This design comes from an exercise in tuning for small area on the open sky130 flow, not from production work.
In this exercise RTL edits were held to simulation tests only and were not proved equivalent to the original.
No activity file was given, so power comes from the tool's default toggle rates.

==> flow/design.v <==
module jk2_frame_decoder #(
    parameter integer LEN_LIMIT = 100,             
    parameter integer CAP       = LEN_LIMIT + 3,   
    parameter integer AW        = 9
) (
    input  wire          clk,
    input  wire          rst,
    input  wire          in_valid,
    input  wire [7:0]    in_byte,
    output wire          in_ready,
    input  wire          take,
    output wire          frame_valid,
    output wire [2:0]    state,
    output wire [AW-1:0] count,
    output wire [AW-1:0] frame_len,
    input  wire [AW-1:0] rd_addr,
    output wire [7:0]    rd_data,
    output wire [3:0]    evt
);
    localparam [2:0] ST_EMPTY = 3'd0;
    localparam [2:0] ST_SAW1  = 3'd1;
    localparam [2:0] ST_AWLEN = 3'd2;
    localparam [2:0] ST_ACC   = 3'd3;
    localparam [2:0] ST_COMP  = 3'd4;
    localparam [3:0] EV_NONE       = 4'd0;
    localparam [3:0] EV_SKIP       = 4'd1;
    localparam [3:0] EV_PUSH       = 4'd2;
    localparam [3:0] EV_COMPLETE   = 4'd3;
    localparam [3:0] EV_HDR2_ERR   = 4'd4;
    localparam [3:0] EV_LEN_REJECT = 4'd5;
    localparam [3:0] EV_RESYNC     = 4'd6;
    localparam [3:0] EV_CSUM_ERR   = 4'd7;
    localparam [3:0] EV_TAKEN      = 4'd9;
    localparam integer NS = CAP - 4;   
    reg [2:0] st;
    reg [6:0] cnt;
    reg [6:0] lbyte;     
    reg [3:0] ev;
    reg [7:0] csum;      
    reg       last_aa;   
    reg [7:0] sr [0:NS-1];
    reg [2:0] st_n;
    reg [6:0] cnt_n;
    reg [3:0] ev_n;
    wire st_awlen = (st == ST_AWLEN);
    wire st_acc   = (st == ST_ACC);
    wire st_comp  = (st == ST_COMP);
    wire [6:0] len     = lbyte + 7'd4;
    wire [6:0] cnt_inc = cnt + 1'b1;
    wire b_aa    = (in_byte == 8'hAA);
    wire b_55    = (in_byte == 8'h55);
    wire len_ok  = (in_byte != 8'd0) && (in_byte < LEN_LIMIT);
    wire is_last = (cnt_inc == len);
    wire csum_ok = (csum == in_byte);
    always @(*) begin
        st_n  = st;
        cnt_n = cnt;
        ev_n  = EV_NONE;
        if (st > ST_COMP) begin
            st_n  = ST_EMPTY;
            cnt_n = 7'd0;
        end else if (st_comp) begin
            if (take) begin
                st_n  = ST_EMPTY;
                cnt_n = 7'd0;
                ev_n  = EV_TAKEN;
            end
        end else if (in_valid) begin
            case (st)
                ST_EMPTY: begin
                    if (b_aa) begin
                        cnt_n = cnt_inc;
                        st_n  = ST_SAW1;
                        ev_n  = EV_PUSH;
                    end else begin
                        ev_n  = EV_SKIP;
                    end
                end
                ST_SAW1: begin
                    if (b_55) begin
                        cnt_n = cnt_inc;
                        st_n  = ST_AWLEN;
                        ev_n  = EV_PUSH;
                    end else begin
                        cnt_n = 7'd0;
                        st_n  = ST_EMPTY;
                        ev_n  = EV_HDR2_ERR;
                    end
                end
                ST_AWLEN: begin
                    if (len_ok) begin
                        cnt_n = cnt_inc;
                        st_n  = ST_ACC;
                        ev_n  = EV_PUSH;
                    end else begin
                        ev_n  = EV_LEN_REJECT;
                    end
                end
                default: begin  
                    if (last_aa && b_55) begin
                        cnt_n = 7'd2;
                        st_n  = ST_AWLEN;
                        ev_n  = EV_RESYNC;
                    end else if (!is_last) begin
                        cnt_n = cnt_inc;
                        ev_n  = EV_PUSH;
                    end else if (csum_ok) begin
                        cnt_n = cnt_inc;
                        st_n  = ST_COMP;
                        ev_n  = EV_COMPLETE;
                    end else begin
                        cnt_n = 7'd0;
                        st_n  = ST_EMPTY;
                        ev_n  = EV_CSUM_ERR;
                    end
                end
            endcase
        end
    end
    always @(posedge clk) begin
        if (rst) begin
            st  <= ST_EMPTY;
            cnt <= 7'd0;
            ev  <= EV_NONE;
        end else begin
            st  <= st_n;
            cnt <= cnt_n;
            ev  <= ev_n;
        end
    end
    always @(posedge clk) begin
        if (st_awlen) begin
            lbyte <= in_byte[6:0];
            csum  <= in_byte;
        end else if (in_valid && st_acc && !is_last) begin
            csum  <= csum ^ in_byte;
        end
        if (in_valid)
            last_aa <= b_aa;
    end
    wire shift = in_valid && !st_comp && (cnt != 7'd102);
    integer i;
    always @(posedge clk) begin
        if (shift) begin
            sr[0] <= in_byte;
            for (i = 1; i < NS; i = i + 1)
                sr[i] <= sr[i-1];
        end
    end
    wire [6:0] ra    = rd_addr[6:0];
    wire       c103  = (cnt == 7'd103);
    wire [6:0] pos   = {cnt[6:1], cnt[0] & !c103} + ~ra;
    wire       low3  = (ra[6:2] == 5'd0) && !(ra[1] && ra[0]);
    wire [98:0] psel;
    jk2_dec99 u_rd_dec (.a(pos), .en_n(low3), .sel(psel));
    localparam integer NG = NS / 3;    
    wire [NG-1:0] grp_n [0:7];
    genvar gb, gg;
    generate
        for (gb = 0; gb < 8; gb = gb + 1) begin : g_bit
            for (gg = 0; gg < NG; gg = gg + 1) begin : g_grp
                jk2_aoi3 u_aoi (
                    .d({sr[3*gg+2][gb], sr[3*gg+1][gb], sr[3*gg][gb]}),
                    .s(psel[3*gg+2:3*gg]),
                    .y_n(grp_n[gb][gg])
                );
            end
        end
    endgenerate
    wire s0   = (ra == 7'd0);
    wire s1   = (ra == 7'd1);
    wire s2   = (ra == 7'd2);
    wire s102 = (ra == 7'd102);
    reg [7:0] rd;
    integer k;
    always @(*) begin
        for (k = 0; k < 8; k = k + 1)
            rd[k] = ~&grp_n[k];
        rd = rd | ({8{s0}} & 8'hAA)
                | ({8{s1}} & 8'h55)
                | ({8{s2}} & {1'b0, lbyte})
                | ({8{s102}} & csum);
    end
    assign in_ready    = !st_comp;
    assign frame_valid = st_comp;
    assign state       = st;
    assign count       = {2'b00, cnt};
    assign frame_len   = {2'b00, (st_acc || st_comp) ? len : 7'd0};
    assign evt         = ev;
    assign rd_data     = rd;
endmodule
module jk2_dec99 (
    input  wire [6:0]  a,
    input  wire        en_n,
    output wire [98:0] sel
);
    wire [6:0]  a_n;
    wire        en;
    wire [7:0]  lo_n;
    wire [12:0] hi_n;
    jk2_inv u_inv_en (.a(en_n), .y(en));
    genvar k;
    generate
        for (k = 0; k < 7; k = k + 1) begin : g_inv
            jk2_inv u_inv (.a(a[k]), .y(a_n[k]));
        end
        for (k = 0; k < 8; k = k + 1) begin : g_lo
            jk2_nand4 u_nand (
                .a(k[0] ? a[0] : a_n[0]),
                .b(k[1] ? a[1] : a_n[1]),
                .c(k[2] ? a[2] : a_n[2]),
                .d(en),
                .y(lo_n[k])
            );
        end
        for (k = 0; k < 13; k = k + 1) begin : g_hi
            jk2_nand4 u_nand (
                .a(k[0] ? a[3] : a_n[3]),
                .b(k[1] ? a[4] : a_n[4]),
                .c(k[2] ? a[5] : a_n[5]),
                .d(k[3] ? a[6] : a_n[6]),
                .y(hi_n[k])
            );
        end
        for (k = 0; k < 99; k = k + 1) begin : g
            jk2_nor2 u_nor (.a(lo_n[k % 8]), .b(hi_n[k / 8]), .y(sel[k]));
        end
    endgenerate
endmodule
module jk2_inv (
    input  wire a,
    output wire y
);
    assign y = ~a;
endmodule
module jk2_nand4 (
    input  wire a,
    input  wire b,
    input  wire c,
    input  wire d,
    output wire y
);
    assign y = ~(a & b & c & d);
endmodule
module jk2_nor2 (
    input  wire a,
    input  wire b,
    output wire y
);
    assign y = ~(a | b);
endmodule
module jk2_aoi3 (
    input  wire [2:0] d,
    input  wire [2:0] s,
    output wire       y_n
);
    assign y_n = ~|(d & s);
endmodule
Settings: LEC_CHECK=0, CAP_MARGIN=10, CORE_MARGIN=2, CORE_UTILIZATION=60, PLACE_DENSITY=0.7, SLEW_MARGIN=10, SYNTH_HIERARCHICAL=1; clock period 20.0 ns.
standard.sh (not shown) runs the stock make flow with config.mk's settings and CLKGATE_MAP_FILE= SYNTH_SCRIPT=/design/flow/synth_recipe.tcl, a recipe that flattens the netlist after the stock synthesis.
==> flow/flow/run.sh <==
#!/bin/bash
# Own layout flow: the standard flow (standard.sh, unchanged synthesis,
# floorplan, power grid and routing) with two placement/CTS arguments changed:
#  - port buffers use the smallest buffer (buf_1) instead of the default pick;
#  - clock tree: sink clusters of 18 on clkbuf_8 and no dummy loads.
# The full make output goes to standard_finish.log in this folder; ORFS keeps
# each step's own log under orfs/logs/.
set -euo pipefail
bash standard.sh \
  "BUFFER_PORTS_ARGS=-buffer_cell sky130_fd_sc_hd__buf_1" \
  "CTS_ARGS=-sink_clustering_enable -repair_clock_nets -buf_list sky130_fd_sc_hd__clkbuf_8 -sink_clustering_size 18 -sink_clustering_max_diameter 60 -dont_use_dummy_load" \
  finish > standard_finish.log 2>&1
The baseline finished clean.
==> next run, changes <==
--- a/flow/design.v
+++ b/flow/design.v
@@ -172,10 +172,13 @@
     wire s2   = (ra == 7'd2);
     wire s102 = (ra == 7'd102);
+    wire [7:0] grp_or;
+    generate
+        for (gb = 0; gb < 8; gb = gb + 1) begin : g_or
+            jk2_nand33 u_or (.a_n(grp_n[gb]), .y(grp_or[gb]));
+        end
+    endgenerate
     reg [7:0] rd;
-    integer k;
     always @(*) begin
-        for (k = 0; k < 8; k = k + 1)
-            rd[k] = ~&grp_n[k];
-        rd = rd | ({8{s0}} & 8'hAA)
+        rd = grp_or | ({8{s0}} & 8'hAA)
                 | ({8{s1}} & 8'h55)
                 | ({8{s2}} & {1'b0, lbyte})
@@ -228,4 +231,10 @@
     endgenerate
 endmodule
+module jk2_nand33 (
+    input  wire [32:0] a_n,
+    output wire        y
+);
+    assign y = ~&a_n;
+endmodule
 module jk2_inv (
     input  wire a,
What happened: The changed run passed the timing, DRC and antenna checks; utilization hardly moves; power is about the same; wire length goes up by 2.8%; fmax shrinks by 0.44%; critical path depth rises by 2; die area is about the same; cell count came out lower by 0.77%; area after synthesis stays flat.

what the ideal ports hide:
In the flow no input, the clock included, has a driving cell. The finished layouts below were timed again as built, in two steps. Step 1 sets driving cells, clkbuf_16 on the clock port and buf_2 on the other inputs (assumed; they add their load-dependent delay and slew). Step 2, shift: input delay + t, output delay - t, t = (earliest + latest rising clock arrival at the registers) / 2. This alone moves slack from input paths to output paths. Three values: ideal ports, drivers, drivers and shift; two values: the first two.
run | shift t [ns] | setup slack, ns | worst register clock-pin slew, ns
the first run | 0.716 | 6.422 / 6.398 / 6.398 | 0.12 / 0.12
the second run | 0.719 | 6.362 / 6.331 / 6.331 | 0.12 / 0.12
After both steps setup and hold are still met in every run listed. For the second run, which loses most, drivers alone change the setup slack by -0.031 ns; drivers and shift together by -0.031 ns.
